Context: an optimization exercise on an open-source flow, tuned for small area, a short achievable clock period and few clock cycles. The choices shown serve that exercise and are no tape-out recipe. Function was checked by simulation only, so behaviour that the tests miss may differ from the original.

==> job 6809 <==
## srsynth_voice
module srsynth_voice (
    input  wire        clk,
    input  wire        rst,
    input  wire        cmd_valid,
    output wire        cmd_ready,
    input  wire [1:0]  cmd_op,
    input  wire [31:0] cmd_a,
    input  wire [31:0] cmd_b,
    input  wire        cmd_env,
    output reg         done,
    output reg  [31:0] sample_rate,
    output reg  [31:0] attack_s,
    output reg  [31:0] release_s,
    output reg         env_en,
    output reg  [7:0]  active,
    output reg  [31:0] freq,
    output reg  [31:0] peak,
    output reg  [31:0] inc,
    output reg  [31:0] slope
);
==> flow/config.mk <==
export PLATFORM = sky130hd
export DESIGN_NAME = srsynth_voice
export DESIGN_NICKNAME = srsynth_voice
export VERILOG_FILES = /design/flow/design.v
export SDC_FILE = /design/flow/constraint.sdc
export NUM_CORES = 4
export LEC_CHECK = 0
export CAP_MARGIN = 40
export CORE_MARGIN = 2
export CORE_UTILIZATION = 35
export SLEW_MARGIN = 20
export SYNTH_MEMORY_MAX_BITS = 8192
==> flow/constraint.sdc <==
create_clock -name core_clock -period 22.0 [get_ports {clk}]
set_input_delay 4.4000 -clock core_clock [delete_from_list [all_inputs] [get_ports {clk}]]
set_output_delay 4.4000 -clock core_clock [all_outputs]
set_load 0.01 [all_outputs]
run.sh (not shown) runs the stock make flow with config.mk's settings and CLKGATE_MAP_FILE= SYNTH_SCRIPT=/design/flow/synth_recipe.tcl, a recipe that flattens the netlist after the stock synthesis.
==> job 9233: changes against job 6809 <==
--- a/flow/design.v
+++ b/flow/design.v
@@ -49,20 +49,21 @@
     localparam [1:0] S_IDLE = 2'd0, S_NORM = 2'd1, S_ITER = 2'd2, S_RND = 2'd3;
     localparam [1:0] P_NONE = 2'd0, P_NAN = 2'd1, P_INF = 2'd2, P_ZERO = 2'd3;
     reg [1:0]         st;
     reg               dv;
     reg [23:0]        ma;        
     reg [25:0]        d3;        
+    wire              mlead = ma[23] ^ dv;    
     reg [25:0]        rr;        
     reg [NQ-1:0]      qq;
     reg signed [9:0]  ex;
     reg               sg;
     reg               stk;
     reg               fixed;
     reg [1:0]         spc;
-    reg [4:0]         cnt;
+    reg [2:0]         cnt;
     assign ready = (st == S_IDLE) || yv;
     wire [7:0]  ea = a[30:23], eb = b[30:23];
     wire [22:0] fa = a[22:0],  fb = b[22:0];
     wire b_ez = (eb == 8'h00);
     wire b_em = (eb == 8'hFF);
     wire b_fz = (fb == 23'd0);
@@ -86,63 +87,59 @@
             else if (a_zero | b_zero)                                 spc_in = P_ZERO;
             else                                                      spc_in = P_NONE;
         end
     end
     reg [25:0]   r_t, r_1;
     reg [NQ-1:0] q_t, q_1;
-    reg [26:0]   sx, t1, t2, t3, o3;
-    reg [23:0]   rem;
+    reg [26:0]   sx, t1, t2, t3, v;
     reg          g1, g2, g3;
+    reg          e0, e1, e2, e3;
     reg [1:0]    qd;
-    integer i;
+    integer i, k;
     always @* begin
         r_t = rr;
         q_t = qq;
         for (i = 0; i < 2; i = i + 1) begin
             sx = {1'b0, r_t};
-            t1 = sx + ~{3'b000, ma} + 27'd1;
-            t2 = sx + ~{2'b00, ma, 1'b0} + 27'd1;
-            if (dv)
-                o3 = ~{1'b0, d3};
-            else
-                case (qq[2*i+1 -: 2])
-                    2'd0:    o3 = 27'd0;
-                    2'd1:    o3 = {3'b000, ma};
-                    2'd2:    o3 = {2'b00, ma, 1'b0};
-                    default: o3 = {1'b0, d3};
-                endcase
-            t3 = sx + o3 + {26'd0, dv};
+            t1 = sx + {{3{dv}}, ma} + {26'd0, dv};
+            t2 = sx + {{2{dv}}, ma, dv} + {26'd0, dv};
+            t3 = sx + {dv, d3} + {26'd0, dv};
             g1 = ~t1[26];
             g2 = ~t2[26];
             g3 = ~t3[26];
             qd = {g2, g3 | (g1 & ~g2)};
-            rem = ({24{dv & ~g1}}      & sx[23:0]) |
-                  ({24{dv & g1 & ~g2}} & t1[23:0]) |
-                  ({24{dv & g2 & ~g3}} & t2[23:0]) |
-                  ({24{dv & g3}}       & t3[23:0]);
-            r_t = {rem, 2'b00} | ({26{~dv}} & {2'b00, t3[25:2]});
-            if (dv)
-                q_t = {q_t[NQ-3:0], qd};
-            else
-                q_t = {t3[1:0], q_t[NQ-1:2]};
+            if (dv) begin
+                e0 = ~g1;
+                e1 = g1 & ~g2;
+                e2 = g2 & ~g3;
+                e3 = g3;
+            end else begin
+                e0 = ~qq[24-2*i] & ~qq[25-2*i];
+                e1 = ~qq[24-2*i] &  qq[25-2*i];
+                e2 =  qq[24-2*i] & ~qq[25-2*i];
+                e3 =  qq[24-2*i] &  qq[25-2*i];
+            end
+            v = ({27{e0}} & sx) | ({27{e1}} & t1) | ({27{e2}} & t2) | ({27{e3}} & t3);
+            r_t = dv ? {v[23:0], 2'b00} : {2'b00, v[25:2]};
+            q_t = {q_t[NQ-3:0], dv ? qd : v[1:0]};
             if (i == 0) begin
                 r_1 = r_t;
                 q_1 = q_t;
             end
         end
     end
-    wire          last = (st == S_ITER) && dv && (cnt == 5'd6);
+    wire          last = (st == S_ITER) && dv && (cnt == 3'd6);
     wire [25:0]   rs   = last ? r_1 : rr;
     wire [NQ-1:0] qs   = last ? q_1 : qq;
     wire lead = dv ? qs[NQ-1] : rr[23];
     wire ld   = fixed | lead;
     reg [23:0] mant;
     reg        g, s;
     reg signed [9:0] ee;
     reg        ru;
-    wire zgone = dv ? (qq[NQ-1:1] == 25'd0) : ({rr[23:0], qq[NQ-1]} == 25'd0);
+    wire zgone = (qq[NQ-1:1] == 25'd0);
     always @* begin
         if (dv) begin
             if (ld) begin
                 mant = qs[25:2];
                 g    = qs[1];
                 s    = qs[0];
@@ -150,20 +147,20 @@
                 mant = qs[24:1];
                 g    = qs[0];
                 s    = 1'b0;
             end
             s = s | (rs != 26'd0) | stk;
         end else begin
-            if (ld) begin
+            if (lead) begin
                 mant = rr[23:0];
-                g    = qq[NQ-1];
-                s    = |qq[NQ-2:0];
+                g    = qq[1];
+                s    = (|qq[23:2]) | qq[0];
             end else begin
-                mant = {rr[22:0], qq[NQ-1]};
-                g    = qq[NQ-2];
-                s    = |qq[NQ-3:0];
+                mant = {rr[22:0], qq[1]};
+                g    = qq[0];
+                s    = |qq[23:2];
             end
             s = s | stk;
         end
         if (fixed)
             ee = ex;
         else if (dv)
@@ -183,80 +180,91 @@
                     y = {sg, 8'hFF, 23'd0};
                 else
                     y = {sg, mant[23] ? ee[7:0] : 8'd0, mant[22:0]} + {31'd0, ru};
             end
         endcase
     end
+    wire iter_run = (st == S_ITER) && !last;
     always @(posedge clk) begin
         if (rst) begin
             st <= S_IDLE;
-        end else if (st == S_ITER && !last) begin
+        end else if (iter_run) begin
+            if (!dv && cnt == 3'd5) st <= S_RND;
+        end else if (start && ready) begin
+            if (spc_in != P_NONE)
+                st <= S_RND;
+            else if (a_ez | b_ez)
+                st <= S_NORM;
+            else
+                st <= S_ITER;
+        end else if (ready) begin
+            st <= S_IDLE;
+        end else begin
+            case (st)
+                S_NORM: if (mlead && (dv ? rr[24] : qq[2])) st <= S_ITER;
+                S_ITER: st <= S_RND;    
+                default: ;
+            endcase
+        end
+    end
+    always @(posedge clk) begin
+        if (iter_run) begin
             rr  <= r_t;
             qq  <= q_t;
-            cnt <= cnt + 5'd1;
-            if (!dv && cnt == 5'd5) st <= S_RND;
-        end else if (start && ready) begin
+            cnt <= cnt + 3'd1;
+            if (dv && cnt == 3'd0) ex <= ex + $signed(qq[NQ-1:NQ-10]);
+        end else if (ready) begin
             dv    <= op_div;
             sg    <= a[31] ^ b[31];
             spc   <= spc_in;
             stk   <= 1'b0;
             fixed <= 1'b0;
-            cnt   <= 5'd0;
-            ma    <= mb;
-            d3    <= {2'b00, mb} + {1'b0, mb, 1'b0};
-            ex    <= xa + kb;
+            cnt   <= 3'd0;
+            ma    <= mb ^ {24{op_div}};
+            d3    <= ({2'b00, mb} + {1'b0, mb, 1'b0}) ^ {26{op_div}};
             if (op_div) begin
+                ex <= kb;
                 rr <= {1'b0, ~a_ez, fa, 1'b0};
-                qq <= {NQ{1'b0}};
+                qq <= {xa, {(NQ-10){1'b0}}};
             end else begin
+                ex <= xa + kb;
                 rr <= 26'd0;
-                qq <= {{(NQ-24){1'b0}}, ~a_ez, fa};
+                for (k = 0; k < 23; k = k + 1) qq[25-k] <= fa[k];
+                qq[2]   <= ~a_ez;
+                qq[1:0] <= 2'b00;
             end
-            if (spc_in != P_NONE)
-                st <= S_RND;
-            else if (a_ez | b_ez)
-                st <= S_NORM;
-            else
-                st <= S_ITER;
         end else begin
             case (st)
                 S_NORM: begin
-                    if (!ma[23]) begin
-                        ma <= ma << 1;
-                        d3 <= d3 << 1;
+                    if (!mlead) begin
+                        ma <= {ma[22:0], dv};
+                        d3 <= {d3[24:0], dv};
                     end
                     if (dv) begin
                         if (!rr[24]) rr <= rr << 1;
-                        ex <= ex + {9'd0, ~ma[23]} - {9'd0, ~rr[24]};
-                        if (ma[23] && rr[24]) st <= S_ITER;
+                        ex <= ex + {9'd0, ~mlead} - {9'd0, ~rr[24]};
                     end else begin
-                        if (!qq[23]) qq[23:0] <= qq[23:0] << 1;
-                        ex <= ex - {9'd0, ~ma[23]} - {9'd0, ~qq[23]};
-                        if (ma[23] && qq[23]) st <= S_ITER;
+                        if (!qq[2]) qq[25:2] <= {1'b0, qq[25:3]};
+                        ex <= ex - {9'd0, ~mlead} - {9'd0, ~qq[2]};
                     end
                 end
                 S_ITER: begin
                     rr <= r_1;
                     qq <= q_1;
-                    st <= yv ? S_IDLE : S_RND;
                 end
                 S_RND: begin
-                    if (yv) begin
-                        st <= S_IDLE;
-                    end else if (!fixed) begin
+                    if (!fixed) begin
                         fixed <= 1'b1;
+                        dv    <= 1'b1;
                         ex    <= ee;
-                        if (!lead) begin
-                            if (dv) qq <= qq << 1;
-                            else    {rr[23:0], qq} <= {rr[23:0], qq} << 1;
-                        end
+                        qq    <= {mant, g, s};
+                        rr    <= 26'd0;
                     end else begin
                         ex  <= ex + 10'sd1;
                         stk <= stk | qq[0];
-                        if (dv) qq <= qq >> 1;
-                        else    {rr[23:0], qq} <= {rr[23:0], qq} >> 1;
+                        qq  <= qq >> 1;
                     end
                 end
                 default: ;
             endcase
         end
     end
@@ -577,13 +585,14 @@
     localparam [31:0] F_M_ONE   = 32'hBF800000;
     localparam [31:0] F_10MS    = 32'h3C23D70A;
     localparam [2:0] S_IDLE = 3'd0,
                      S_INC  = 3'd2,    
                      S_MUL  = 3'd3,    
                      S_XR   = 3'd1,    
-                     S_SDIV = 3'd4;    
+                     S_SDIV = 3'd4,    
+                     S_OFF  = 3'd5;    
     reg [2:0]  state;
     reg [7:0]  vel_r;
     reg        neg;         
     reg [31:0] slp_o;       
     reg        sk;          
     reg        sv;          
@@ -608,13 +617,12 @@
         .ready(u_ready), .yv(u_yv), .y(u_y)
     );
     reg [31:0] xr;
     always @(posedge clk) xr <= u_y;
     wire acc = cmd_valid && cmd_ready;
     wire on_go   = acc && cmd_op == 2'd2 && is_on;
-    wire off_go  = acc && cmd_op == 2'd2 && !is_on && is_off && d1 == active;
     wire rel_hit = (sv && sk) || (ov && !sk);
     wire atk_hit = (sv && !sk) || (ov && sk);
     wire atk_ez = (attack_s[30:23] == 8'h00),  atk_em = (attack_s[30:23] == 8'hFF);
     wire rel_ez = (release_s[30:23] == 8'h00), rel_em = (release_s[30:23] == 8'hFF);
     wire atk_fz = (attack_s[22:0] == 23'd0),   rel_fz = (release_s[22:0] == 23'd0);
     always @* begin
@@ -624,22 +632,21 @@
         u_b     = sample_rate;
         u_aez   = 1'b0;    
         u_aem   = 1'b0;
         u_afz   = 1'b0;
         case (state)
             S_IDLE: begin
-                if (on_go) begin
-                    u_start = 1'b1;
-                end else if (off_go && !rel_hit) begin
-                    u_start = 1'b1;
-                    u_div   = 1'b0;
-                    u_a     = release_s;
-                    u_aez   = rel_ez;
-                    u_aem   = rel_em;
-                    u_afz   = rel_fz;
-                end
+                u_start = on_go;
+            end
+            S_OFF: begin
+                u_start = 1'b1;
+                u_div   = 1'b0;
+                u_a     = release_s;
+                u_aez   = rel_ez;
+                u_aem   = rel_em;
+                u_afz   = rel_fz;
             end
             S_INC: begin
                 if (u_yv && !atk_hit) begin
                     u_start = 1'b1;
                     u_div   = 1'b0;
                     u_a     = attack_s;
@@ -715,13 +722,13 @@
                                             sv    <= 1'b1;
                                             ov    <= sv;
                                         end
                                         done <= 1'b1;
                                     end else begin
                                         neg   <= 1'b1;
-                                        state <= S_MUL;
+                                        state <= S_OFF;
                                     end
                                 end else begin
                                     done <= 1'b1;
                                 end
                             end
                             default: done <= 1'b1;
@@ -745,12 +752,13 @@
                         end else begin
                             neg   <= 1'b0;
                             state <= S_MUL;
                         end
                     end
                 end
+                S_OFF: state <= S_MUL;
                 S_MUL: if (u_yv) state <= S_XR;
                 S_XR:  state <= S_SDIV;
                 S_SDIV: begin
                     if (u_yv) begin
                         slope <= u_y;
                         if (sk != neg) begin
==> flow/flow/run.sh (new file) <==
#!/bin/bash
set -e
export SETUP_SLACK_MARGIN=14
bash standard.sh > standard.log 2>&1
==> flow/standard.sh (new file) <==
#!/bin/bash
# synth_recipe.tcl (not shown) runs the flow's synth.tcl, then flattens the netlist and writes it again
# the make line also repeats each setting of config.mk as NAME=value (left out here)
make -C /OpenROAD-flow-scripts/flow DESIGN_CONFIG=/design/flow/config.mk WORK_HOME=/design/flow/orfs CLKGATE_MAP_FILE= SYNTH_SCRIPT=/design/flow/synth_recipe.tcl "${@:-finish}"
removed: flow/run.sh
==> parameters.txt <==
Parameter                              Value

Outcome
  Run status  timing/DRC/antenna clean

Yosys
  Number of cells produced by synthesis    5388
  Post-Syn Area per Cell    7.61 sq um
  Number of flip-flops and latches in the synthesized netlist    434
  Post-synthesis compound-gate area fraction    31.0%
  Sequential element share of the synthesized area    25.2%
  Synth area leaders    sky130_fd_sc_hd__dfxtp_1 13%, sky130_fd_sc_hd__edfxtp_1 12%, sky130_fd_sc_hd__ha_1 8.1%

Final layout
  Area of the multi-input gates    0.0286 sq mm
  Final design utilization    around two fifths

Critical path
  Delay contributed by the slowest stage of the critical path    roughly 0.53 ns
  Reg2Reg Launch Point    u_fpu.qq[1]

Global route
  All-layer global routing usage    31.2%
  GR Layer Usage met1    41.5%

Floorplanning
  Die ar.    0.120 sq mm

Place
  Number of placed instances, taps included    6986
(the above is from job 6809)
==> parameters.txt <==
Parameter                              Value

Outcome
  Run status  timing/DRC/antenna clean

Final layout
  Area of the multi-input gates    about 0.028 sq mm
  Sequential cell area share    approximately 22%

Yosys
  Post-Syn Area per Cell    7.55 sq um
  Number of cells produced by synthesis    just over 5000
  Number of flip-flops and latches in the synthesized netlist    431
  Post-synthesis compound-gate area fraction    29.6%
  Synth area leaders    sky130_fd_sc_hd__dfxtp_1 14%, sky130_fd_sc_hd__edfxtp_1 12%, sky130_fd_sc_hd__ha_1 8.8%
  Sequential element share of the synthesized area    26.1%

Place
  Number of placed instances, taps included    6783

Global route
  All-layer global routing usage    29.7%
  GR Layer Usage met1    40.5%

Critical path
  Delay contributed by the slowest stage of the critical path    between 0.4 and 0.5 ns

Floorplanning
  Die ar.    0.115 sq mm
(the above is from job 9233)
Testbench counts of job 6809, summed over its fixed seeds: cycles 21,357.
Testbench counts of job 9233, summed over its fixed seeds: cycles 21,558.

* * *

==> build 37 <==
Another version of the RTL of srsynth_voice (not shown whole).
==> flow/design.v (excerpt) <==
module srsynth_voice (
    input  wire        clk,
    input  wire        rst,
    input  wire        cmd_valid,
    output wire        cmd_ready,
    input  wire [1:0]  cmd_op,
    input  wire [31:0] cmd_a,
    input  wire [31:0] cmd_b,
    input  wire        cmd_env,
    output reg         done,
    output reg  [31:0] sample_rate,
    output reg  [31:0] attack_s,
    output reg  [31:0] release_s,
    output reg         env_en,
    output reg  [7:0]  active,
    output reg  [31:0] freq,
    output reg  [31:0] peak,
    output reg  [31:0] inc,
    output reg  [31:0] slope
);
    localparam [31:0] F_ZERO    = 32'h00000000;
    localparam [31:0] F_ONE     = 32'h3F800000;
    localparam [31:0] F_M_ONE   = 32'hBF800000;
    localparam [31:0] F_10MS    = 32'h3C23D70A;
    localparam [2:0] S_IDLE = 3'd0,
                     S_INC  = 3'd2,    
                     S_MUL  = 3'd3,    
                     S_XR   = 3'd1,    
                     S_SDIV = 3'd4,    
                     S_OFF  = 3'd5;    
    reg [2:0]  state;
    reg [7:0]  vel_r;
    reg        neg;         
    reg [31:0] slp_o;       
    reg        sk;          
    reg        sv;          
    reg        ov;          
    assign cmd_ready = (state == S_IDLE);
    wire [3:0] nib = cmd_a[23:20];
    wire [7:0] d1  = cmd_a[15:8];
    wire [7:0] d2  = cmd_a[7:0];
    wire is_off = (nib == 4'h8) || (nib == 4'h9 && d2 == 8'd0);
    wire is_on  = (nib == 4'h9) && (d2 != 8'd0);
    wire [31:0] rom_freq, rom_t2, pk;
    srsynth_freq_rom u_rom (.note(d1), .freq(rom_freq), .t2(rom_t2));
    srsynth_fmul u_pk (.v(vel_r), .y(pk));
    reg         u_start, u_div;
    reg  [31:0] u_a, u_b;
    reg         u_aez, u_aem, u_afz;
    wire        u_ready, u_yv;
    wire [31:0] u_y;
    srsynth_fdiv u_fpu (
        .clk(clk), .rst(rst), .start(u_start), .op_div(u_div),
        .a(u_a), .a_ez(u_aez), .a_em(u_aem), .a_fz(u_afz), .b(u_b),
        .ready(u_ready), .yv(u_yv), .y(u_y)
    );
    reg [31:0] xr;
    always @(posedge clk) xr <= u_y;
    wire acc = cmd_valid && cmd_ready;
    wire on_go   = acc && cmd_op == 2'd2 && is_on;
  ...
clock: 22.0 ns
lec_check: 0
cap_margin: 40
core_margin: 2
core_utilization: 35
slew_margin: 20
synth_memory_max_bits: 8192
standard.sh (not shown) runs the stock make flow with config.mk's settings and CLKGATE_MAP_FILE= SYNTH_SCRIPT=/design/flow/synth_recipe.tcl, a recipe that flattens the netlist after the stock synthesis.
==> flow/flow/run.sh <==
#!/bin/bash
set -e
export SETUP_SLACK_MARGIN=14
bash standard.sh > standard.log 2>&1
==> build 62: changes against build 37 <==
==> flow/flow/run.sh (replaced) <==
#!/bin/bash
set -e
export SETUP_SLACK_MARGIN=15
bash standard.sh > standard.log 2>&1
CAP_MARGIN = 10   (was 40)
CTS_BUF_LIST = sky130_fd_sc_hd__clkbuf_4 sky130_fd_sc_hd__clkbuf_8   (was default)
SLEW_MARGIN = 10   (was 20)
==> results.cfg <==
[timing]
worst_pin_slew_ps = 1250
maxSlewHeadroom = 0.158
holdWs_ps = 443

[layout]
seq_share = 0.204
fillers = 10700
stdcell_count = 6914
fin_util = 0.459
syn2layout_area_growth_pct = 30.0

[detailed_routing]
routed-wl-met2_mm = 82.2
wl_per_cell_um = 27.5
wl_met3_mm = 22.0
wirelength_mm = 190
via_per_inst = 6.36

[clocking]
h-tree-depth = 3

[critical_path]
r2r_setup_slack_ps = 14710
slowest_stage = mux2i_1
required_ps = 22460
worstSetupEndpoint = u_fpu.rr[8]$_DFFE_PP_

[outcome]
status = finished clean
Source of the figures above: build 62

==> results.cfg <==
[detailed_routing]
wl_per_cell_um = 27.3
wl_met3_mm = 18.8
via_per_inst = 6.30
routed-wl-met2_mm = 80.1
wirelength_mm = 181

[critical_path]
required_ps = 22490
r2r_setup_slack_ps = 14160
slowest_stage = clkdlybuf4s50_1
worstSetupEndpoint = u_fpu.st[1]$_SDFFE_PP0P_

[layout]
fin_util = 0.427
syn2layout_area_growth_pct = 20.9
stdcell_count = 6654
fillers = 11100

[outcome]
status = finished clean

[timing]
worst_pin_slew_ps = 1010
holdWs_ps = 454

[power_and_ir_drop]
Source of the figures above: build 37

Testbench counts of build 37, summed over its fixed seeds: cycles 21,558.
Testbench counts of build 62, summed over its fixed seeds: cycles 21,558.

[afterwards: timing with drivers on the ports]
No port has a modelled driver above. Below, the same layouts with a new extraction and two added sets of constraints.
Step 1 sets driving cells, clkbuf_16 on the clock port and buf_2 on the other inputs (assumed; they add their load-dependent delay and slew).
Step 2 adds t to the input delays and takes it off the output delays; t is the mean of the earliest and latest rising clock arrival at the registers after step 1. Input paths then give back, and output paths get back, about the clock's delay inside the block.
Slacks: no drivers / after step 1 / after step 2; pairs: no drivers / after step 1.
run | t, ns | setup WS [ns] | worst setup path after step 2 | worst slew at a driven data input, ns
job 6809 | 0.704 | 12.115 / 12.115 / 11.823 | input to register | 0.11
job 9233 | 0.690 | 14.181 / 14.215 / 13.544 | input to register | 0.09
build 37 | 0.700 | 13.996 / 14.045 / 13.345 | input to register | 0.07
build 62 | 0.801 | 14.467 / 14.493 / 13.692 | input to register | 0.08
After both steps setup and hold are still met in every run listed. The setup slack of build 62, which loses most, moves by +0.026 ns with the drivers and by -0.775 ns with both steps.
